This is an optimization exercise on Yosys and OpenROAD, whose aim is small area, a short achievable clock period and few clock cycles, not a production implementation.
Only simulation tests tie the RTL to the original design; equivalence was not proved.
No activity file was given, so power comes from the tool's default toggle rates.

==> flow/flow/run.sh <==
#!/bin/bash
set -euo pipefail
bash standard.sh SETUP_SLACK_MARGIN=8.25 \
  "BUFFER_PORTS_ARGS=-buffer_cell sky130_fd_sc_hd__buf_1" \
  "CTS_ARGS=-sink_clustering_enable -repair_clock_nets -sink_clustering_size 16 -sink_clustering_max_diameter 60 -dont_use_dummy_load -buf_list sky130_fd_sc_hd__clkbuf_8" \
  finish > standard_flow.log 2>&1
==> flow/standard.sh <==
#!/bin/bash
# synth_recipe.tcl (not shown) runs the flow's synth.tcl, then flattens the netlist and writes it again
# the make line also repeats each setting of config.mk as NAME=value (left out here)
make -C /OpenROAD-flow-scripts/flow DESIGN_CONFIG=/design/flow/config.mk WORK_HOME=/design/flow/orfs CLKGATE_MAP_FILE= SYNTH_SCRIPT=/design/flow/synth_recipe.tcl "${@:-finish}"
==> flow/config.mk <==
export PLATFORM = sky130hd
export DESIGN_NAME = rs485_frame_asm
export DESIGN_NICKNAME = rs485_frame_asm
export VERILOG_FILES = /design/flow/design.v
export SDC_FILE = /design/flow/constraint.sdc
export NUM_CORES = 8
export LEC_CHECK = 0
export ABC_AREA = 1
export CAP_MARGIN = 20
export CORE_MARGIN = 2
export CORE_UTILIZATION = 60
export CTS_CLUSTER_DIAMETER = 80
export CTS_CLUSTER_SIZE = 24
export PLACE_DENSITY = 0.7
export SLEW_MARGIN = 20
export SYNTH_MEMORY_MAX_BITS = 4096
==> flow/constraint.sdc <==
create_clock -name core_clock -period 12.0 [get_ports {clk}]
set_input_delay 2.4000 -clock core_clock [delete_from_list [all_inputs] [get_ports {clk}]]
set_output_delay 2.4000 -clock core_clock [all_outputs]
set_load 0.01 [all_outputs]
==> flow/design.v <==
module rs485_frame_asm (
    input  wire         clk,
    input  wire         rst,
    input  wire [255:0] addr_map,
    input  wire         in_valid,
    input  wire [7:0]   in_data,
    output wire         in_ready,
    output wire         out_valid,
    output wire [7:0]   out_data,
    output wire         out_last,
    input  wire         out_ready,
    output wire         idle
);
    localparam integer R  = 264;         
    localparam integer TD = 3;           
    localparam integer NT = R >> TD;
    localparam integer K  = 2;           
    localparam [8:0]   RM = 9'd263;
    function [15:0] crcstep;
        input [15:0] c;
        input [7:0]  b;
        integer i;
        reg [15:0] r;
        begin
            r = c ^ {8'h00, b};
            for (i = 0; i < 8; i = i + 1)
                r = r[0] ? ((r >> 1) ^ 16'hA001) : (r >> 1);
            crcstep = r;
        end
    endfunction
    function [8:0] inc9;
        input [8:0] x;
        inc9 = (x == RM) ? 9'd0 : x + 9'd1;
    endfunction
    function [8:0] dec9;
        input [8:0] x;
        dec9 = (x == 9'd0) ? RM : x - 9'd1;
    endfunction
    function [8:0] subm;
        input [8:0] a;
        input [8:0] b;
        reg [9:0] d;
        begin
            d = {1'b0, a} - {1'b0, b};
            subm = d[9] ? (d[8:0] + 9'd264) : d[8:0];
        end
    endfunction
    reg [8*R-1:0] ring;
    reg [8:0]     Tn;             
    reg [8:0]     Tnn;            
    reg [255:0]   addr_mask;
    reg [7:0]     ib0, ib1;       
    reg [1:0]     icnt;
    reg           in_ready_r;
    reg [8:0]     wp;             
    reg           pbv;            
    reg [7:0]     pb;
    reg           pia_r;          
    reg           pins_v;         
    reg [2:0]     pins_q;         
    reg           pdead;          
    reg [K-1:0]   ev;             
    reg [K-1:0]   enk;            
    reg [8:0]     est  [0:K-1];   
    reg [15:0]    ecrc [0:K-1];
    reg [8:0]     erem [0:K-1];   
    reg [3:0]     eb   [0:K-1];   
    reg [K-1:0]   ehv;            
    reg [2:0]     ehq  [0:K-1];   
    reg [K*K-1:0] older;          
    reg [K-1:0]   lp_done;        
    reg [K-1:0]   lp_pass;        
    reg           lp_03;
    reg [8:0]     qs [0:7];       
    reg [3:0]     qh, qm, qt;     
    reg           ef;             
    reg           ov_v;           
    reg [8:0]     ov;
    reg           ovh_v;          
    reg [2:0]     ovh_q;
    reg           ins_v;          
    reg [8:0]     ins_s;          
    reg [3:0]     ins_b;          
    reg [K-1:0]   ins_nw;         
    reg           resc;           
    reg [8:0]     rs;
    reg           ov_skip;        
    reg           rsk;            
    reg [1:0]     rsk_i;
    reg [8:0]     rsk_rem;
    reg           ord_v;          
    reg [8:0]     rd_s;
    reg [1:0]     rd_i;           
    reg [8:0]     rd_rem;         
    reg [8:0]     rd_st;          
    reg           out_valid_r, out_last_r;
    reg [7:0]     out_data_r;
    reg           out_last_h;
    reg [7:0]     out_data_h;
    reg           idle_r;
    assign in_ready  = in_ready_r;
    assign out_valid = out_valid_r;
    assign out_data  = out_data_r;
    assign out_last  = out_last_r;
    assign idle      = idle_r;
    integer k, j;
    wire       pend   = (qm != qt);
    wire       q_emitted = (qh != qm);
    wire [3:0] qcount = qt - qh;
    wire       q_full = (qcount == 4'd8);
    wire [3:0] qt_m1  = qt - 4'd1;
    wire [2:0] qx_i   = ins_v ? qt_m1[2:0] : qm[2:0];
    wire [8:0] qx     = qs[qx_i];
    wire [8:0] P0s    = qx;
    wire [8:0] tls    = qx;
    reg blocked;
    always @(*) begin
        blocked = 1'b0;
        for (k = 0; k < K; k = k + 1)
            if (ev[k] && eb[k] == qm) blocked = 1'b1;
    end
    wire emit = pend & ~ef & ~blocked & ~ins_v;
    reg [K-1:0] e_host_em;
    always @(*) begin
        for (k = 0; k < K; k = k + 1)
            e_host_em[k] = emit & ehv[k] & (ehq[k] == qm[2:0]);
    end
    wire trig_cond = ov_v & ~(|ev) & ~pend & ~ins_v & ~resc;
    wire ring_empty = ~ord_v & (qh == qt) & ~(|ev) & ~ov_v & ~ins_v &
                      ~pia_r & ~cons_last & ~resc;
    wire [8:0] wp1 = inc9(wp);
    reg  [K-1:0] e_oldest;
    always @(*) begin
        for (k = 0; k < K; k = k + 1) begin
            e_oldest[k] = ev[k];
            for (j = 0; j < K; j = j + 1)
                if (j != k && ev[j] && older[j*K+k]) e_oldest[k] = 1'b0;
        end
    end
    reg  [8:0] oldest;
    reg        oldest_v;
    wire       ins_oldest = ins_v & (qh == qm) & ~(|(ev & ~ins_nw));
    always @(*) begin
        oldest_v = 1'b1;
        oldest   = ov;
        if (ord_v)                                    oldest = rd_s;
        else if (q_emitted)                           oldest = qs[qh[2:0]];
        else if (ins_oldest)                          oldest = ins_s;
        else if (pend && !blocked)                    oldest = qs[qh[2:0]];
        else if (|ev) begin
            for (k = 0; k < K; k = k + 1)
                if (e_oldest[k]) oldest = est[k];
        end else if (ins_v)                           oldest = ins_s;
        else                                          oldest_v = ov_v;
    end
    wire m_wp0 = (oldest_v & (oldest == wp))  | (ov_v & (ov == wp));
    wire m_wp1 = (oldest_v & (oldest == wp1)) | (ov_v & (ov == wp1));
    reg  wl0, wl1, cons_last, sync_r;
    wire wp_live   = cons_last ? wl1 : wl0;
    wire can_write = ring_empty | (sync_r & ~wp_live);
    wire [7:0] rtap = ring[8*R-1 -: 8];    
    wire live_consume = ~resc & (icnt != 2'd0) & ~ins_v & ~trig_cond & can_write;
    wire resc_consume = resc & ~rsk & (rs == Tn) & (rs != wp) & ~ins_v;
    wire resc_skip    = resc & rsk & (rs == Tn) & (rs != wp);
    wire consume = live_consume | resc_consume;
    wire [7:0] cbyte = resc ? rtap : ib0;
    wire [8:0] cslot = resc ? rs : Tn;
    wire [8:0] prev_slot = dec9(resc ? rs : wp);
    wire       prev_isaddr = pbv & addr_mask[pb];
    reg [K-1:0] e_done, e_pass;
    always @(*) begin
        for (k = 0; k < K; k = k + 1) begin
            e_done[k] = ev[k] & lp_done[k];
            e_pass[k] = e_done[k] & lp_pass[k];
        end
    end
    reg [K-1:0] p1_oh, p2_oh;
    reg [1:0]   p1_i, p2_i;
    reg         p1_v, p2_v;
    always @(*) begin
        for (k = 0; k < K; k = k + 1) begin
            p1_oh[k] = e_pass[k];
            for (j = 0; j < K; j = j + 1)
                if (j != k && e_pass[j] && older[j*K+k]) p1_oh[k] = 1'b0;
        end
        for (k = 0; k < K; k = k + 1) begin
            p2_oh[k] = e_pass[k] & ~p1_oh[k];
            for (j = 0; j < K; j = j + 1)
                if (j != k && e_pass[j] && !p1_oh[j] && older[j*K+k]) p2_oh[k] = 1'b0;
        end
        p1_v = |p1_oh; p2_v = |p2_oh;
        p1_i = 2'd0; p2_i = 2'd0;
        for (k = 0; k < K; k = k + 1) begin
            if (p1_oh[k]) p1_i = k[1:0];
            if (p2_oh[k]) p2_i = k[1:0];
        end
    end
    reg [K-1:0] nw_p1, nw_p2;     
    always @(*) begin
        for (k = 0; k < K; k = k + 1) begin
            nw_p1[k] = (k[1:0] != p1_i) & older[p1_i*K+k];
            nw_p2[k] = (k[1:0] != p2_i) & older[p2_i*K+k];
        end
    end
    wire p1_host  = ehv[p1_i];
    wire conflict = (eb[p1_i] != qt);              
    wire tr_ovl   = consume & p1_v & p1_host;
    wire tr_two   = consume & p1_v & ~p1_host & p2_v;
    wire ins_fr   = p1_v & ~p1_host & ~p2_v & ~conflict & ~q_full;
    wire ins_fast = consume & ins_fr;
    wire ins_slow = consume & p1_v & ~p1_host & ~ins_fr;
    wire sp_pop   = ins_v & (qt != ins_b);
    wire sp_trunc = ins_v & ~sp_pop & q_full;
    wire sp_ins   = ins_v & ~sp_pop & ~q_full;
    reg        tr_v;
    reg [8:0]  tr_s;
    reg        tr_hv;
    reg [2:0]  tr_hq;
    reg [K-1:0] tr_kill;
    always @(*) begin
        tr_v = 1'b0; tr_s = 9'd0; tr_hv = 1'b0; tr_hq = 3'd0; tr_kill = {K{1'b0}};
        if (tr_ovl) begin
            tr_v = 1'b1; tr_s = est[p1_i]; tr_hv = 1'b1; tr_hq = ehq[p1_i];
            tr_kill = nw_p1;
        end else if (tr_two) begin
            tr_v = 1'b1; tr_s = est[p2_i]; tr_hv = ehv[p2_i]; tr_hq = ehq[p2_i];
            tr_kill = nw_p2;
        end else if (sp_pop) begin
            tr_v = 1'b1; tr_s = tls;
            for (k = 0; k < K; k = k + 1)
                tr_kill[k] = (eb[k] == qt);
        end else if (sp_trunc) begin
            tr_v = 1'b1; tr_s = ins_s;
            tr_kill = ins_nw;
        end
    end
    wire cr_want = consume & prev_isaddr & lp_03;
    wire       nh_v = ins_fast | pins_v;
    wire [2:0] nh_q = ins_fast ? qt[2:0] : pins_q;
    wire       pins_em = pins_v & emit & (pins_q == qm[2:0]);
    wire       nh_dead = pdead | pins_em;
    reg [1:0] free_i;
    reg       free_v;
    always @(*) begin
        free_v = 1'b0; free_i = 2'd0;
        for (k = K - 1; k >= 0; k = k - 1)
            if (!ev[k]) begin free_v = 1'b1; free_i = k[1:0]; end
    end
    wire cr_ok  = cr_want & ~ov_v & ~nh_dead;
    wire cr_do  = cr_ok & free_v;
    wire cr_ovf = cr_ok & ~free_v & ~tr_v;
    wire [3:0] qt1 = qt + 4'd1;
    wire [7:0] tapv [0:NT-1];
    genvar gt;
    generate
        for (gt = 0; gt < NT; gt = gt + 1) begin : g_tap
            assign tapv[gt] = ring[8*(((gt+1)<<TD)-1) +: 8];
        end
    endgenerate
    wire       oal      = (rd_st[TD-1:0] == {TD{1'b1}});
    wire [7:0] obyte    = tapv[rd_st[8:TD]];
    wire       out_free = ~out_valid_r | out_ready;
    wire       rd_take  = ord_v & oal & out_free;
    wire       rd_lastb = (rd_i == 2'd3) & (rd_rem == 9'd1);
    wire [3:0] qh1 = qh + 4'd1;
    reg  [8:0] pf_st;                    
    wire [8:0] rd_st_inc = (rd_st == RM) ? 9'd0 : rd_st + 9'd1;
    wire quiet = (icnt == 2'd0) & ~resc & ~ins_v & ~emit & ~trig_cond &
                 ~q_emitted & ~ord_v & ~out_valid_r;
    wire [7:0] rtap2 = ring[8*(R-1)-1 -: 8];    
    wire       la_resc = (resc & (rs != wp)) | trig_cond;
    reg  [7:0] nb;
    always @(*) begin
        if (la_resc)                         nb = rtap2;
        else if (live_consume)               nb = (icnt == 2'd2) ? ib1 : in_data;
        else                                 nb = (icnt != 2'd0) ? ib0 : in_data;
    end
    reg [15:0] crc_nx [0:K-1];
    reg [K-1:0] done_nx;
    always @(*) begin
        for (k = 0; k < K; k = k + 1) begin
            if (cr_do && free_i == k[1:0]) begin
                crc_nx[k]  = ecrc[k];
                done_nx[k] = 1'b0;
            end else if (consume && ev[k]) begin
                crc_nx[k]  = crcstep(ecrc[k], cbyte);
                done_nx[k] = enk[k] & (erem[k] == 9'd2);
            end else begin
                crc_nx[k]  = ecrc[k];
                done_nx[k] = enk[k] & (erem[k] == 9'd1);
            end
        end
    end
    always @(posedge clk) begin
        ring <= {ring[8*(R-1)-1:0], live_consume ? ib0 : rtap};
    end
    wire push = in_valid & in_ready_r;
    wire [1:0] icnt_n = icnt + {1'b0, push} - {1'b0, live_consume};
    always @(posedge clk) begin
        if (rst) begin
            addr_mask <= addr_map;
            Tn  <= 9'd1;
            Tnn <= 9'd2;
            sync_r <= 1'b0;
            cons_last <= 1'b0;
            wl0 <= 1'b0;
            wl1 <= 1'b0;
            icnt <= 2'd0;
            in_ready_r <= 1'b0;
            wp <= 9'd0;
            pbv <= 1'b0;
            pia_r <= 1'b0;
            pins_v <= 1'b0;
            pdead <= 1'b0;
            ev <= {K{1'b0}};
            ehv <= {K{1'b0}};
            qh <= 4'd0; qm <= 4'd0; qt <= 4'd0;
            ef <= 1'b0;
            ov_v <= 1'b0;
            ovh_v <= 1'b0;
            ov_skip <= 1'b0;
            rsk <= 1'b0;
            ins_v <= 1'b0;
            resc <= 1'b0;
            ord_v <= 1'b0;
            out_valid_r <= 1'b0;
            idle_r <= 1'b1;
        end else begin
            Tn  <= Tnn;
            Tnn <= inc9(Tnn);
            pia_r <= prev_isaddr;
            wl0 <= m_wp0;
            wl1 <= m_wp1;
            cons_last <= live_consume;
            sync_r <= live_consume | (wp == Tnn);
            icnt <= icnt_n;
            in_ready_r <= (icnt_n != 2'd2);
            if (live_consume) wp <= Tnn;
            if (consume) begin
                pbv         <= 1'b1;
                pins_v      <= ins_fast;
                pdead       <= 1'b0;
            end else if (sp_ins) begin
                pins_v      <= 1'b1;
            end else if (ins_v) begin
                pins_v      <= 1'b0;
            end else if (pins_em) begin
                pins_v      <= 1'b0;
                pdead       <= 1'b1;
            end
            for (k = 0; k < K; k = k + 1) begin
                if ((ins_fast && nw_p1[k]) || (sp_ins && ins_nw[k]))
                    ehv[k] <= 1'b1;
                if (e_host_em[k] || tr_kill[k] || (consume && e_done[k]))
                    ev[k] <= 1'b0;
                if (cr_do && free_i == k[1:0]) begin
                    ev[k]   <= ~tr_v;
                    ehv[k]  <= nh_v;
                end
            end
            if (cr_ovf) begin
                ov_v  <= 1'b1;
                ov_skip <= 1'b0;
                ovh_v <= nh_v;
            end else if (tr_v) begin
                ovh_v <= tr_hv;
                ov_v  <= 1'b1;
                ov_skip <= 1'b0;
                if (emit && tr_hv && tr_hq == qm[2:0]) begin
                    ovh_v <= 1'b0;
                    ov_skip <= 1'b1;
                end
            end else if (emit && ov_v && ovh_v && ovh_q == qm[2:0]) begin
                ovh_v <= 1'b0;
                ov_skip <= 1'b1;
            end else if (trig_cond) begin
                ov_v <= 1'b0;
            end else if ((ins_fast || sp_ins) && ov_v && !ovh_v) begin
                ovh_v <= 1'b1;
            end
            ef <= live_consume ? 1'b0 : (ef | emit);
            if (ins_fast || sp_ins) qt <= qt + 4'd1;
            else if (sp_pop) qt <= qt - 4'd1;
            if (emit) qm <= qm + 4'd1;
            if (ins_slow) begin
                ins_v  <= 1'b1;
            end else if (sp_trunc || sp_ins) begin
                ins_v <= 1'b0;
            end
            if (trig_cond) begin
                resc <= 1'b1;
                rsk  <= ov_skip;
                pbv  <= 1'b0;
                pins_v <= 1'b0;
            end else if (resc) begin
                if (rs == wp) resc <= 1'b0;
                if (resc_skip && rsk_i == 2'd3 && rsk_rem == 9'd1) rsk <= 1'b0;
            end
            if (!ord_v) begin
                if (q_emitted) begin
                    ord_v <= 1'b1;
                    qh    <= qh1;
                end
            end else if (rd_take && rd_lastb) begin
                if (q_emitted) qh <= qh1;
                else ord_v <= 1'b0;
            end
            if (rd_take) out_valid_r <= 1'b1;
            else if (out_ready) out_valid_r <= 1'b0;
            idle_r <= quiet & ~push;
        end
    end
    always @(posedge clk) begin
        lp_03 <= (nb == 8'h03);
        for (k = 0; k < K; k = k + 1) begin
            lp_done[k] <= done_nx[k];
            lp_pass[k] <= (crc_nx[k] == {8'h00, nb});
        end
        pf_st <= subm(Tnn, qs[qh[2:0]]);
        case (icnt)
            2'd0: if (push) ib0 <= in_data;
            2'd1: begin
                if (push && live_consume) ib0 <= in_data;
                else if (push) ib1 <= in_data;
            end
            default: if (live_consume) ib0 <= ib1;
        endcase
        if (consume) pb <= cbyte;
        if (consume || sp_ins) pins_q <= qt[2:0];
        for (k = 0; k < K; k = k + 1) begin
            if ((ins_fast && nw_p1[k]) || (sp_ins && ins_nw[k])) begin
                eb[k]  <= qt1;
                ehq[k] <= qt[2:0];
            end
            if (consume && ev[k]) begin
                ecrc[k] <= crcstep(ecrc[k], cbyte);
                if (!enk[k]) begin
                    enk[k]  <= 1'b1;
                    erem[k] <= {1'b0, cbyte} + 9'd2;
                end else begin
                    erem[k] <= erem[k] - 9'd1;
                end
            end
            if (cr_do && free_i == k[1:0]) begin
                enk[k]  <= 1'b0;
                est[k]  <= prev_slot;
                ecrc[k] <= crcstep(crcstep(16'hFFFF, pb), 8'h03);
                eb[k]   <= ins_fast ? qt1 : qt;
                ehq[k]  <= nh_q;
                for (j = 0; j < K; j = j + 1)
                    if (j != k) begin
                        older[j*K+k] <= 1'b1;
                        older[k*K+j] <= 1'b0;
                    end
            end
        end
        if (cr_ovf) begin
            ov    <= prev_slot;
            ovh_q <= nh_q;
        end else if (tr_v) begin
            ovh_q <= tr_hq;
            ov    <= (emit && tr_hv && tr_hq == qm[2:0]) ? P0s : tr_s;
        end else if (emit && ov_v && ovh_v && ovh_q == qm[2:0]) begin
            ov    <= P0s;
        end else if ((ins_fast || sp_ins) && ov_v && !ovh_v) begin
            ovh_q <= qt[2:0];
        end
        if (consume && p1_v && !q_full) qs[qt[2:0]] <= est[p1_i];
        else if (sp_ins) qs[qt[2:0]] <= ins_s;
        if (consume && p1_v) begin
            ins_s  <= est[p1_i];
            ins_b  <= eb[p1_i];
            ins_nw <= (nw_p1 | (cr_do ? (1 << free_i) : {K{1'b0}})) &
                      ~(p2_v ? nw_p2 | (1 << p2_i) : {K{1'b0}});
        end else if (ins_v) begin
            ins_nw <= ins_nw & ~tr_kill;
        end
        if (trig_cond) begin
            rs    <= ov;
            rsk_i <= 2'd0;
        end else if (resc) begin
            if (resc_consume || resc_skip) rs <= inc9(rs);
            if (resc_skip) begin
                if (rsk_i != 2'd3) rsk_i <= rsk_i + 2'd1;
                if (rsk_i == 2'd2) rsk_rem <= {1'b0, rtap} + 9'd2;
                else if (rsk_i == 2'd3) rsk_rem <= rsk_rem - 9'd1;
            end
        end
        if (!ord_v) begin
            rd_s  <= qs[qh[2:0]];
            rd_i  <= 2'd0;
            rd_st <= pf_st;
        end else if (rd_take) begin
            rd_s <= inc9(rd_s);
            if (rd_i != 2'd3) rd_i <= rd_i + 2'd1;
            if (rd_i == 2'd2) rd_rem <= {1'b0, obyte} + 9'd2;
            else rd_rem <= rd_rem - 9'd1;
            if (rd_lastb) begin
                rd_s  <= qs[qh[2:0]];
                rd_i  <= 2'd0;
                rd_st <= pf_st;
            end
        end else begin
            rd_st <= rd_st_inc;
        end
        out_data_r <= rd_take ? obyte : out_data_h;
        out_last_r <= rd_take ? rd_lastb : out_last_h;
        if (rd_take || !out_valid_r) begin
            out_data_h <= obyte;
            out_last_h <= rd_lastb;
        end
    end
endmodule
==> results.py, run 1 <==
metrics = {
    "cells_and_area": {
        "area_delta_synth_final_pct": 8.400,
        "layout_commonest_cell": "dfxtp_1",
        "stdcell_count": 8423,
        "fin_util_pct": 65.38,
        "mostFrequentLayoutCells": "dfxtp_1, nand2_1, edfxtp_1",
        "layout-drive-gt1-share_pct": 7.412,
        "nets": 7048,
    },
    "logic_synthesis": {
        "synth_async_sr_flop_share_pct": 0,
        "ys_seq_elements": 2728,
        "synth_warnings": 9,
        "synth-edff-count": 486,
        "seq_area_frac_synth_pct": 77.43,
        "synth_fp_nets": 6634,
        "netlist-cell-type-count": 74,
        "ys.flop_type": "dfxtp_1",
        "synth_cells": 6320,
        "syn_area_um2": 76810,
        "syn_avg_cell_area_um2": 12.15,
    },
    "grt": {
        "grt_max_degree": 150,
        "overflow": 0,
        "grt_pass1_vias": 42340,
        "grt_pass1_wl_mm": 252.3,
        "track_usage_pct": 25.61,
        "antenna_found_initial": 30,
    },
    "power_and_ir_drop": {
        "ir_drop_v": 0.0001298,
        "total_power_mw": 17.36,
        "power.leakage_nw": 33.89,
        "powerDensity_nw_per_um2": 208.5,
    },
    "routing": {
        "vias": 44230,
        "drc": 0,
        "wl_per_cell_um": 19.99,
        "viasPerCell": 5.251,
        "drtAntennaViolNets": 0,
        "routed_wl_mm": 168.4,
        "drt_pass1_iterations": 5,
        "drt_iter0_markers": 4198,
    },
    "min_path": {
        "hp-class": "register to register",
    },
    "critical_path": {
        "critPathSlowestCell": "dfxtp_4",
        "crit_family": "flip-flops",
        "max_stage_delay_ns": 0.41,
        "cp_max_fo": 2,
        "endpoint_kind": "primary output",
        "crit_type": "register to primary output",
        "cp.required_ns": 9.60,
        "critPathBufInv": 1,
        "worstPathCellList": "buf_6",
        "critPathLaunchType": "register",
        "cp.arrival_ns": 1.41,
    },
    "clocking": {
        "clkLatencyLatePin_ns": 0.94,
        "path_clk_slew_ns": 0.10,
        "cts.path.max_buffers": 3,
        "clock_sinks": 2728,
        "ctsRootBufferMaster": "clkbuf_8",
        "holdBufCountCts": 0,
        "cts_tree": "yes",
        "cts_buffers": 199,
        "cts_htree_levels": 4,
    },
    "die": {
        "fp.dieH_um": 361.8,
        "core_um2": 127400,
        "die_w_um": 361.8,
        "ios": 280,
        "placementRows": 131,
        "fp.dieArea_um2": 130900,
        "start_util_pct": 60.31,
    },
    "timing": {
        "final_hold_viol_count": 0,
        "fin_skew_ns": 0.1036,
        "min_period_ns": 3.809,
        "finalSetupViolations": 0,
        "final_max_slew_viol_count": 0,
        "clock.fmax_ghz": 0.2625,
        "rsz0062_at_grt": "yes",
        "fin_crit_sh_pct": 31.74,
        "worst_pin_slew_ns": 1.108,
        "slew_headroom_pct": 25.37,
        "setup_tns_ns": 0,
    },
    "status": {
        "status": "timing/DRC/antenna clean",
    },
    "placement": {
        "place_congestion": 0.9293,
        "portBuffers": 279,
        "placed_cells": 8157,
        "dpl.hpwl_mm": 118.1,
    },
    "job": {
        "maxCapViolations": 0,
    },
}
## per-layer routing
metal  vias to the layer above  track usage [%]  wire (µm)
li1                      21310                -          -
met5                         -                0          0
met2                      1480            39.66      75860
met3                       309            3.868      10490
met4                         0            9.183       5262
met1                     21130            36.93      76800
## power by group
part,switching [mW],internal [mW]
clock network,2.57,1.48
logic,2.16,0.934
registers,0.253,9.96
total,4.99,12.4
## synth_stat cells (5+ instances only)
cell | number | area share [%]
xnor2_1 | 49 | 0.56
nor3_2 | 9 | 0.12
xor2_2 | 6 | 0.13
o311ai_0 | 7 | 0.080
o22ai_1 | 33 | 0.27
clkinv_1 | 9 | 0.044
buf_6 | 12 | 0.18
a221oi_1 | 21 | 0.24
nor3_1 | 32 | 0.21
a21oi_1 | 134 | 0.87
a22o_1 | 10 | 0.11
nand3_1 | 236 | 1.5
nand2_2 | 8 | 0.065
nor2_1 | 393 | 1.9
buf_1 | 9 | 0.044
nor4_1 | 26 | 0.21
o21ai_2 | 8 | 0.091
o21a_1 | 5 | 0.049
o31ai_1 | 10 | 0.098
nand2_1 | 1146 | 5.6
nor2_2 | 13 | 0.11
edfxtp_1 | 486 | 19
buf_4 | 12 | 0.12
a32o_1 | 6 | 0.078
xor2_1 | 86 | 0.98
a31oi_1 | 22 | 0.18
o21ai_1 | 36 | 0.23
nand3b_1 | 5 | 0.049
inv_2 | 32 | 0.16
nand4_1 | 81 | 0.66
o221ai_1 | 12 | 0.14
o21ai_0 | 393 | 2.6
ha_1 | 45 | 0.73
nor2_4 | 5 | 0.073
dfxtp_1 | 2242 | 58
o211ai_1 | 18 | 0.18
o2111ai_1 | 9 | 0.10
inv_1 | 449 | 2.2
a22oi_1 | 5 | 0.049
or2_2 | 19 | 0.15
clkbuf_1 | 67 | 0.33
buf_2 | 60 | 0.39
## stage by stage
step,instance area [µm²],worst slack [ns],hold WS [ns]
2_1_floorplan,76820,8.258,0.3096
3_5_place_dp,79590,6.457,0.3121
6_report,83260,8.191,0.2729
4_1_cts,82750,8.076,0.2571
5_1_grt,83260,8.108,0.2488
3_3_place_gp,79580,6.663,0.3096
## final cells by class
cell class / instances / area (µm²)
inverters: 491 / 1908
flip-flops and latches: 2728 / 59510
multi-input cells: 2941 / 14990
clock buffers: 199 / 2739
fillers: 9519 / 44090
diodes: 29 / 72.57
repair inverters: 1 / 5.005
repair buffers: 372 / 1966
well taps: 1662 / 2079
## state kept, by name, indices dropped and copies added, names as in the netlist, 18 cells and up, named ones only
name,count
erem,18
addr_mask,256
qs,72
est,18
ecrc,32
ring,2112
## logic make-up (layout without fill, tap and decap cells)
group,Yosys count,count (layout),share of synthesized area (%)
flops,2728,2728,77.43
xor+xnor,141,141,1.666
buf+inv,652,1063,3.476
other cells,0,29,0
fa+ha+maj,46,46,0.7591
simple gates,1995,1996,10.98
compound gates,756,756,5.664
mux,2,2,0.02769
## timing repair
item,4_1_cts,5_1_grt
pin swaps,8,7
setup buffers,14,21
gates cloned,2,1
setup endpoints to repair,348,103
gates resized for setup,97,67
## worst paths after layout
| check | from | slack, ns | depth (start not counted) | to |
|---|---|---|---|---|
| worst min-delay path | ring[2034] | 0.27 | 0 | ring[2042] |
| worst max register to register | rd_st[8] | 8.38 | 15 | rd_rem[3] |
| worst max-delay path | out_valid_r | 8.19 | 1 | out_valid |
| worst min register to register | ring[2034] | 0.27 | 0 | ring[2042] |
## worst reg2reg max path, cell delays in order, from the launching register on
cell and delay, ns:
edfxtp_1 0.44, buf_4 0.15, nor2_4 0.03, buf_6 0.23
nand3_1 0.21, clkinvlp_4 0.40, nand2_1 0.18, nand4_1 0.17
nor3_1 0.33, nand4_1 0.15, o21ai_1 0.24, inv_2 0.13
ha_1 0.22, nand3_1 0.15, inv_1 0.09, o31ai_1 0.29
Testbench counts, summed over its fixed seeds: cycles 17,581.
==> run 2: changes to the inputs <==
--- a/flow/flow/run.sh
+++ b/flow/flow/run.sh
@@ -2,3 +2,3 @@
 set -euo pipefail
-bash standard.sh SETUP_SLACK_MARGIN=8.25 \
+bash standard.sh SETUP_SLACK_MARGIN=8.5 \
   "BUFFER_PORTS_ARGS=-buffer_cell sky130_fd_sc_hd__buf_1" \
==> run 2 against run 1 <==
Largest cell class unchanged; still clean; clock power about the same; routed wire length increased by 2.3%; sequential cell count unchanged.
==> results.py, run 2 <==
metrics = {
    "clocking": {
        "holdBufCountCts": 0,
        "cts.path.max_buffers": 3,
        "cts_buffers": 201,
        "clock_sinks": 2728,
        "clkLatencyLatePin_ns": 0.94,
        "cts_htree_levels": 4,
        "cts_tree": "yes",
        "ctsRootBufferMaster": "clkbuf_8",
        "path_clk_slew_ns": 0.09,
    },
    "logic_synthesis": {
        "ys_seq_elements": 2728,
        "seq_area_frac_synth_pct": 77.43,
        "synth_top_area_share_pct": 58.43,
        "synth_warnings": 9,
        "yosysTopAreaCell": "dfxtp_1",
        "yosys.cell_count.top_type": "dfxtp_1",
        "synth-edff-count": 486,
        "synth_cells": 6320,
        "syn_area_um2": 76810,
        "synth_commonest_cells": "dfxtp_1, nand2_1, edfxtp_1",
        "ys.flop_type": "dfxtp_1",
        "syn_avg_cell_area_um2": 12.15,
        "synth_async_sr_flop_share_pct": 0,
        "synth_fp_nets": 6634,
        "netlist-cell-type-count": 74,
        "synthTopCellsByArea": "dfxtp_1, edfxtp_1, nand2_1, o21ai_0, inv_1",
    },
    "routing": {
        "wl_per_cell_um": 20.36,
        "viasPerCell": 5.298,
        "drt_iter0_markers": 4391,
        "drt_pass1_iterations": 6,
        "drtAntennaViolNets": 0,
        "routed_wl_mm": 172.3,
        "vias": 44820,
        "drc": 0,
    },
    "timing": {
        "min_period_ns": 3.832,
        "final_max_slew_viol_count": 0,
        "finalSetupViolations": 0,
        "slew_headroom_pct": 27.78,
        "setup_tns_ns": 0,
        "fin_skew_ns": 0.1061,
        "final_hold_viol_count": 0,
        "clock.fmax_ghz": 0.2610,
        "fin_crit_sh_pct": 31.93,
        "rsz0062_at_grt": "yes",
        "worst_pin_slew_ns": 1.072,
        "holdWs_ns": 0.2749,
        "finalWorstSetupSlack_ns": 8.168,
    },
    "critical_path": {
        "path_depth": 1,
        "crit_type": "register to primary output",
        "crit_end": "out_valid",
        "reg2reg_slack_ns": 8.53,
        "endpoint_kind": "primary output",
        "reg2reg_depth": 19,
        "cp_max_fo": 2,
        "critPathSlowestCell": "dfxtp_4",
        "startpoint": "out_valid_r",
        "max_stage_delay_ns": 0.42,
        "critPathLaunchType": "register",
        "crit_family": "flip-flops",
        "critPathBufInv": 1,
        "worstPathCellList": "buf_6",
        "cp.required_ns": 9.60,
        "cp.arrival_ns": 1.43,
        "r2r_end": "pf_st[8]",
    },
    "die": {
        "start_util_pct": 60.31,
        "fp.dieH_um": 361.8,
        "die_w_um": 361.8,
        "core_um2": 127400,
        "ios": 280,
        "placementRows": 131,
        "fp.dieArea_um2": 130900,
    },
    "grt": {
        "antenna_found_initial": 22,
        "grt_max_degree": 88,
        "grt_pass1_wl_mm": 254.3,
        "overflow": 0,
        "track_usage_pct": 25.83,
        "grt_pass1_vias": 42780,
    },
    "placement": {
        "dpl.hpwl_mm": 118.5,
        "dp_worst_setup_slack_ns": 6.653,
        "placed_cells": 8152,
        "portBuffers": 279,
        "place_congestion": 0.9487,
    },
    "cells_and_area": {
        "layout_commonest_cell": "dfxtp_1",
        "fillCellCount": 9405,
        "ff_latch_area_um2": 59510,
        "regMostFlops": "ring",
        "multi_input_area_um2": 15400,
        "largest_reg_flops": 2112,
        "mostFrequentLayoutCells": "dfxtp_1, nand2_1, edfxtp_1",
        "layout-drive-gt1-share_pct": 9.053,
        "nets": 7098,
        "stdcell_count": 8460,
        "area_delta_synth_final_pct": 9.858,
    },
    "power_and_ir_drop": {
        "power.leakage_nw": 34.32,
        "total_power_mw": 17.71,
        "powerDensity_nw_per_um2": 209.8,
        "ir_drop_v": 0.0001232,
    },
    "job": {
        "maxCapViolations": 0,
    },
    "status": {
        "status": "timing/DRC/antenna clean",
    },
    "min_path": {
        "hp-class": "register to register",
    },
}
run 2: cell counts after synthesis:
No cell type changed its count.
run 2: worst reg2reg max path: stages (launching register included):
cell and delay (ns):
dfxtp_4 0.37, buf_12 0.11, clkinvlp_4 0.20, buf_6 0.19, clkbuf_16 0.16, nor2_1 0.10, o21ai_0 0.10, nand2_1 0.11
nand2_4 0.13, ha_2 0.23, fa_2 0.38, o31ai_4 0.22, a21oi_2 0.09, o21ai_2 0.18, buf_4 0.14, a21oi_1 0.06
nor2_1 0.14, nor2_1 0.08, xnor2_1 0.25, xnor2_2 0.16
run 2: through the flow:
stage	area, µm²	util, %
5_1_grt	84380	66.25
2_1_floorplan	76850	-
4_1_cts	83220	65.35
3_5_place_dp	79580	62.49
3_3_place_gp	79580	62.49
6_report	84380	66.26
run 2: worst min-delay path by stage:
stage                from         end  slack [ns]  depth (start not counted)
3_3_place_gp    ring[668]   ring[676]        0.31                          0
3_5_place_dp   ring[1268]  ring[1276]        0.31                          0
4_1_cts        ring[1247]  ring[1255]        0.27                          0
2_1_floorplan   ring[992]  ring[1000]        0.31                          0
6_report       ring[1740]  ring[1748]        0.27                          0
5_1_grt        ring[1738]  ring[1746]        0.27                          0
run 2: cells by family (layout without fill, tap and decap cells):
logic type      Yosys count  in the layout  share of synthesized area, %
fa+ha+maj                46             46                        0.7591
other cells               0             16                             0
simple gates           1995           1996                         10.98
buf+inv                 652           1113                         3.476
mux                       2              2                       0.02769
xor+xnor                141            141                         1.666
flops                  2728           2728                         77.43
compound gates          756            756                         5.664
run 2: repair_timing:
action,4_1_cts,5_1_grt
endpoints found under the setup margin,277,172
resized for setup,149,144
buffers inserted,30,47
pin swaps,15,41
cloned,5,8
run 2: final cells by class:
class                      instances  area share [%]
sequential                      2728           70.53
multi-input combinational       2941           18.25
clock buffer                     201           3.278
timing repair buffer             419           3.100
tap                             1662           2.464
inverter                         491           2.319
antenna                           16         0.04745
timing repair inverter             2         0.01483
run 2: report_power, final:
group,switching [mW],leakage [nW],internal [mW]
Sequential,0.275,22.7,9.96
Clock,2.59,1.45,1.49
Combinational,2.27,10.1,1.12
run 2: per-layer routing:
metal	share of wire, %	vias up	GRT usage [%]
met4	4.1	0	10.64
met5	0	-	0
met1	46	21330	37.43
met2	43	1677	38.52
met3	7.0	408	4.750
li1	-	21400	-
==> run 3: changes to the inputs <==
--- a/flow/design.v
+++ b/flow/design.v
@@ -165,2 +165,3 @@
     wire consume = live_consume | resc_consume;
+    wire resc_last = (resc_consume | resc_skip) & (inc9(rs) == wp);
     wire [7:0] cbyte = resc ? rtap : ib0;
@@ -270,3 +271,3 @@
     wire [7:0] rtap2 = ring[8*(R-1)-1 -: 8];    
-    wire       la_resc = (resc & (rs != wp)) | trig_cond;
+    wire       la_resc = (resc & (rs != wp) & ~resc_last) | trig_cond;
     reg  [7:0] nb;
@@ -395,3 +396,3 @@
             end else if (resc) begin
-                if (rs == wp) resc <= 1'b0;
+                if (rs == wp || resc_last) resc <= 1'b0;
                 if (resc_skip && rsk_i == 2'd3 && rsk_rem == 9'd1) rsk <= 1'b0;
--- a/flow/flow/run.sh
+++ b/flow/flow/run.sh
@@ -2,3 +2,3 @@
 set -euo pipefail
-bash standard.sh SETUP_SLACK_MARGIN=8.5 \
+bash standard.sh SETUP_SLACK_MARGIN=8.25 \
   "BUFFER_PORTS_ARGS=-buffer_cell sky130_fd_sc_hd__buf_1" \
==> run 3 against run 2 <==
Still clean; die area grew 0.44%; clock power shrank 1%; combinational power shrank 8.3%; register-to-register slack lost 0.20 ns; critical path depth is the same; total power shrank 1.9%; clock skew grew 0.027 ns; first-iteration DRC count shrank 7.5%; sequential power is essentially flat; non-clock buffer count shrank 67; largest power group unchanged.
==> results.py, run 3 <==
metrics = {
    "clocking": {
        "clkLatencyLatePin_ns": 0.92,
        "holdBufCountCts": 0,
        "path_clk_slew_ns": 0.09,
        "ctsRootBufferMaster": "clkbuf_8",
        "cts.path.max_buffers": 3,
        "cts_buffers": 198,
        "cts_htree_levels": 4,
        "cts_tree": "yes",
        "clock_sinks": 2728,
    },
    "timing": {
        "final_max_slew_viol_count": 0,
        "fin_crit_sh_pct": 32.04,
        "clock.fmax_ghz": 0.2601,
        "slew_headroom_pct": 28.22,
        "setup_tns_ns": 0,
        "worst_pin_slew_ns": 1.065,
        "rsz0062_at_grt": "yes",
        "fin_skew_ns": 0.1328,
        "final_hold_viol_count": 0,
        "finalWorstSetupSlack_ns": 8.155,
        "finalSetupViolations": 0,
        "min_period_ns": 3.845,
    },
    "die": {
        "die_w_um": 362.6,
        "placementRows": 131,
        "fp.dieArea_um2": 131500,
        "start_util_pct": 60.50,
        "core_um2": 127500,
        "ios": 280,
        "fp.dieH_um": 362.6,
    },
    "critical_path": {
        "cp.arrival_ns": 1.44,
        "reg2reg_slack_ns": 8.33,
        "critPathBufInv": 1,
        "cp.required_ns": 9.60,
        "endpoint_kind": "primary output",
        "cp_max_fo": 1,
        "critPathSlowestCell": "dfxtp_4",
        "worstPathCellList": "buf_6",
        "startpoint": "out_data_r[1]",
        "critPathLaunchType": "register",
        "rr_startpoint": "rd_st[8]",
        "r2r_end": "out_data_r[0]",
        "path_depth": 1,
        "crit_end": "out_data[1]",
        "crit_type": "register to primary output",
        "max_stage_delay_ns": 0.42,
        "crit_family": "flip-flops",
        "reg2reg_depth": 12,
    },
    "routing": {
        "routed_wl_mm": 162.8,
        "highest_layer": "met5",
        "wl_per_cell_um": 19.08,
        "wl_met2_mm": 72.56,
        "met1_length_mm": 73.33,
        "wl_met3_mm": 10.59,
        "drt_pass1_iterations": 6,
        "viasPerCell": 5.228,
        "drt_iter0_markers": 4063,
        "drtAntennaViolNets": 0,
        "drc": 0,
        "vias": 44600,
    },
    "grt": {
        "grt_max_degree": 100,
        "antenna_found_initial": 23,
        "track_usage_pct": 24.49,
        "grt_pass1_wl_mm": 245.6,
        "grt_pass1_vias": 42380,
        "overflow": 0,
    },
    "logic_synthesis": {
        "synth_cells": 6460,
        "netlist-cell-type-count": 65,
        "yosys.cell_count.top_type": "dfxtp_1",
        "syn_avg_cell_area_um2": 11.94,
        "syn_area_um2": 77160,
        "yosysTopAreaCell": "dfxtp_1",
        "seq_area_frac_synth_pct": 77.09,
        "ys_seq_elements": 2728,
        "synth_fp_nets": 6774,
        "synth_commonest_cells": "dfxtp_1, nand2_1, inv_1",
        "synth_top_area_share_pct": 58.17,
        "ys.flop_type": "dfxtp_1",
        "synth_async_sr_flop_share_pct": 0,
        "synthTopCellsByArea": "dfxtp_1, edfxtp_1, nand2_1, o21ai_0, inv_1",
        "synth-edff-count": 486,
        "synth_warnings": 9,
    },
    "power_and_ir_drop": {
        "powerDensity_nw_per_um2": 208.0,
        "power.leakage_nw": 34.20,
        "ir_drop_v": 0.0001292,
    },
    "cells_and_area": {
        "area_delta_synth_final_pct": 8.274,
        "fillCellCount": 9648,
        "nets": 7163,
        "regMostFlops": "ring",
        "layout_commonest_cell": "dfxtp_1",
        "ff_latch_area_um2": 59510,
        "largest_reg_flops": 2112,
        "layout-drive-gt1-share_pct": 6.572,
        "mostFrequentLayoutCells": "dfxtp_1, nand2_1, inv_1",
        "multi_input_area_um2": 15290,
    },
    "placement": {
        "dpl.hpwl_mm": 112.6,
        "portBuffers": 279,
        "dp_worst_setup_slack_ns": 6.377,
        "place_congestion": 0.9352,
    },
    "min_path": {
        "hp-start": "ring[969]",
        "whs_path_depth": 0,
        "hp-class": "register to register",
    },
    "status": {
        "status": "timing/DRC/antenna clean",
    },
    "job": {
        "maxCapViolations": 0,
    },
}
## run 3: timing repair
item | 4_1_cts | 5_1_grt
endpoints found under the setup margin | 360 | 254
cloned | 4 | 3
resized for setup | 108 | 61
setup buffers | 12 | 17
pin swaps | 5 | 4
## run 3: cell families after synthesis
kind of cell	synth area share [%]
fa+ha+maj	0.7557
mux	0.02595
compound gates	5.853
buf+inv	3.658
xor+xnor	1.487
simple gates	11.13
flops	77.09
## run 3: metal layers
metal  global-route usage (%)  vias to the layer above
li1                         -                    21650
met1                    34.46                    20960
met2                    37.93                     1608
met3                    4.286                      378
met4                    9.877                        2
met5                        0                        -
## run 3: worst min path at each step
stage	end	slack, ns
final	ring[977]	0.23
after global routing	ring[945]	0.23
after CTS	ring[977]	0.22
after detailed placement	ring[1515]	0.31
after global placement	ring[1109]	0.31
after floorplan	ring[1000]	0.31
## run 3: area by class of cell
type / instances / share of cell area, %
sequential: 2728 / 71.23
multi-input combinational: 3034 / 18.30
clock buffer: 198 / 3.262
inverter: 534 / 2.489
tap: 1662 / 2.489
timing repair buffer: 352 / 2.152
antenna: 22 / 0.06590
timing repair inverter: 1 / 0.005991
## run 3: power breakdown
| group | switching, mW | internal, mW |
|---|---|---|
| Clock | 2.56 | 1.47 |
| Combinational | 2.16 | 0.953 |
| Sequential | 0.254 | 9.98 |
## run 3: metrics by stage
stage | hold WS, ns | util, % | instance area [µm²] | std cells | power, mW
2_1_floorplan | 0.3096 | - | 77170 | 6460 | 12.30
3_3_place_gp | 0.3097 | 62.59 | 79820 | 8275 | 13.23
5_1_grt | 0.2268 | 65.50 | 83530 | 8526 | 18.21
6_report | 0.2300 | 65.51 | 83540 | 8531 | 17.38
3_5_place_dp | 0.3121 | 62.60 | 79820 | 8275 | 13.29
4_1_cts | 0.2205 | 65.10 | 83010 | 8489 | 17.31
Testbench counts of run 3, summed over its fixed seeds: cycles 17,285.
==> run 4: changes to the inputs <==
--- a/flow/design.v
+++ b/flow/design.v
@@ -16,3 +16,3 @@
     localparam integer NT = R >> TD;
-    localparam integer K  = 2;           
+    localparam integer K  = 3;           
     localparam [8:0]   RM = 9'd263;
==> run 4 against run 3 <==
Cell area up 4.2%; sequential power barely moved; sequential cell count grew 51; cell count up 5.1%; register-to-register slack improved by 0.06 ns; sequential share of layout area decreased by 1.4 points; count of clock-buffer cells in the layout increased by 5; clock power increased by 3%; global-route usage is 1.7 points higher; synthesized cell count is 4.9% higher; critical path depth grew 1; non-clock buffer count increased by 20; critical path type unchanged; largest power group unchanged.
==> results.py, run 4 <==
metrics = {
    "power_and_ir_drop": {
        "combPwrFrac_pct": 19.1,
        "sequentialPowerShare_pct": 58.0,
        "total_power_mw": 18.05,
        "swShare_pct": 29.47,
        "power.leakage_nw": 35.01,
        "clkPwrFrac_pct": 22.9,
        "intPower_mw": 12.73,
        "powerDensity_nw_per_um2": 207.4,
        "switchingPower_mw": 5.318,
        "ir_drop_v": 0.0001225,
    },
    "logic_synthesis": {
        "synth-edff-count": 512,
        "syn_area_um2": 80290,
        "yosysTopAreaCell": "dfxtp_1",
        "synthTopCellsByArea": "dfxtp_1, edfxtp_1, nand2_1, o21ai_0, nor2_1",
        "yosys.cell_count.top_type": "dfxtp_1",
        "netlist-cell-type-count": 70,
        "syn_avg_cell_area_um2": 11.84,
        "synth_top_area_share_pct": 56.53,
        "seq_area_frac_synth_pct": 75.68,
        "ys.flop_type": "dfxtp_1",
        "synth_fp_nets": 7096,
        "ys_seq_elements": 2779,
        "synth_commonest_cells": "dfxtp_1, nand2_1, nor2_1",
        "synth_async_sr_flop_share_pct": 0,
        "synth_warnings": 10,
        "synth_cells": 6779,
    },
    "placement": {
        "dpl.hpwl_mm": 124.4,
        "placed_cells": 8701,
        "place_congestion": 0.9787,
        "place_area_um2": 83140,
        "dp_worst_setup_slack_ns": 6.809,
        "portBuffers": 279,
    },
    "timing": {
        "clock.fmax_ghz": 0.2631,
        "holdWs_ns": 0.2632,
        "worst_pin_slew_ns": 1.102,
        "fin_crit_sh_pct": 31.68,
        "setup_tns_ns": 0,
        "final_hold_viol_count": 0,
        "finalWorstSetupSlack_ns": 8.199,
        "slew_headroom_pct": 26.24,
        "min_period_ns": 3.801,
        "finalSetupViolations": 0,
        "fin_skew_ns": 0.1334,
        "final_max_slew_viol_count": 0,
        "rsz0062_at_grt": "yes",
    },
    "critical_path": {
        "cp.required_ns": 9.60,
        "cp.arrival_ns": 1.40,
        "crit_family": "flip-flops",
        "worstPathCellList": "buf_8 -> buf_6",
        "reg2reg_depth": 13,
        "rr_startpoint": "qh[1]",
        "cp_max_fo": 4,
        "max_stage_delay_ns": 0.33,
        "reg2reg_slack_ns": 8.39,
        "crit_type": "register to primary output",
        "startpoint": "out_valid_r",
        "critPathSlowestCell": "dfxtp_2",
        "path_depth": 2,
        "endpoint_kind": "primary output",
        "critPathLaunchType": "register",
        "critPathBufInv": 2,
    },
    "die": {
        "die_w_um": 369.8,
        "fp.dieArea_um2": 136800,
        "fp.dieH_um": 369.8,
        "start_util_pct": 60.31,
        "core_um2": 133100,
        "placementRows": 134,
        "ios": 280,
    },
    "routing": {
        "routed_wl_mm": 181.1,
        "drt_iter0_markers": 4227,
        "vias": 47600,
        "drc": 0,
        "viasPerCell": 5.309,
        "drtAntennaViolNets": 0,
        "wl_per_cell_um": 20.20,
        "drt_pass1_iterations": 6,
    },
    "cells_and_area": {
        "layout-drive-gt1-share_pct": 7.291,
        "stdcell_count": 8965,
        "final_area_um2": 87030,
        "fillCellCount": 10110,
        "area_delta_synth_final_pct": 8.395,
        "nets": 7492,
        "ff_latch_area_um2": 60800,
        "layout_commonest_cell": "dfxtp_1",
        "largest_reg_flops": 2112,
        "fin_util_pct": 65.37,
        "regMostFlops": "ring",
        "multi_input_area_um2": 17020,
        "mostFrequentLayoutCells": "dfxtp_1, nand2_1, nor2_1",
    },
    "grt": {
        "track_usage_pct": 26.15,
        "grt_max_degree": 136,
        "grt_pass1_wl_mm": 272.5,
        "antenna_found_initial": 22,
        "grt_pass1_vias": 46040,
        "overflow": 0,
    },
    "min_path": {
        "hp-start": "ring[822]",
        "whs_path_depth": 0,
        "hp-class": "register to register",
    },
    "clocking": {
        "clkLatencyLatePin_ns": 0.91,
        "path_clk_slew_ns": 0.09,
        "holdBufCountCts": 0,
        "cts_buffers": 203,
        "cts_htree_levels": 4,
        "ctsRootBufferMaster": "clkbuf_8",
        "cts_tree": "yes",
        "clock_sinks": 2779,
        "cts.path.max_buffers": 3,
    },
    "job": {
        "maxCapViolations": 0,
    },
    "status": {
        "status": "timing/DRC/antenna clean",
    },
}
-- run 4: cell types whose count changed after synthesis, sizes merged, moves of 12 or more --
cell	previous run	this run
a21oi	149	182
dfxtp	2242	2267
edfxtp	486	512
nand2	1242	1085
nor2	404	579
o21ai	446	563
o221ai	6	18
o22ai	35	58
xnor2	37	67
-- run 4: cell type report --
class	count	area share [%]
flip-flops and latches	2779	69.87
multi-input cells	3282	19.55
clock buffers	203	3.210
well taps	1768	2.542
inverters	537	2.410
repair buffers	372	2.345
diodes	24	0.06901
-- run 4: worst paths after layout --
check | to
setup / recovery | out_valid
hold / removal | ring[830]
setup reg to reg | qs[3][8]
hold reg to reg | ring[830]
-- run 4: logic make-up after synthesis --
logic type	synth area share (%)
AOI/OAI and AO/OA	6.997
DFF	75.68
muxes	0.06234
and+or+nand+nor	10.99
adders and majority gates	0.7730
buffers and inverters	3.661
xor gates and xnor gates	1.842
-- run 4: repair_timing --
action / 4_1_cts / 5_1_grt
setup endpoints to repair: 439 / 193
gates cloned: 1 / 6
setup buffers: 7 / 22
hold endpoints to repair: 0 / 0
pin swaps: 4 / 8
resized for setup: 96 / 92
-- run 4: power by group through the flow --
stage	combinational, mW	clock, mW	sequential [mW]
final	3.45	4.14	10.5
after global routing	3.81	4.59	10.5
after CTS	3.26	4.24	10.5
after detailed placement	3.19	0	10.7
after global placement	3.15	0	10.6
after floorplan	2.22	0	10.5
-- run 4: per-layer routing --
metal / track usage, % / wire length [µm]
met3: 4.415 / 11610
met5: 0 / 10
met2: 41.45 / 82910
met4: 8.404 / 5540
met1: 36.89 / 81010
Testbench counts of run 4, summed over its fixed seeds: cycles 17,045.

-- static timing again, ports no longer ideal --
The results above use ideal ports. As a check the final layouts listed here were re-extracted and re-timed, cells and wires unchanged. Step 1: set_driving_cell puts a clkbuf_16 on clk and a buf_2 on each other input, an assumption about the parent block. Step 2, shift: input delay + t, output delay - t, t = (earliest + latest rising clock arrival at the registers) / 2. This alone moves slack from input paths to output paths. Three values: ideal ports, drivers, drivers and shift; two values: the first two.
run	shift t [ns]	slack for setup (ns)	worst hold slack (ns)	slew at the worst register clock pin (ns)	worst data-port slew with drivers (ns)
run 1	0.957	8.191 / 8.118 / 7.381	0.273 / 0.273 / 0.273	0.11 / 0.11	0.22
run 2	0.956	8.168 / 8.098 / 7.646	0.275 / 0.275 / 0.275	0.10 / 0.10	0.23
run 3	0.935	8.155 / 8.085 / 7.437	0.230 / 0.230 / 0.230	0.11 / 0.11	0.12
run 4	0.917	8.199 / 8.128 / 7.420	0.263 / 0.263 / 0.263	0.11 / 0.11	0.18
After both steps every run listed still meets setup and hold. For run 1, which loses most, drivers alone change the setup slack by -0.073 ns; drivers and shift together by -0.810 ns.
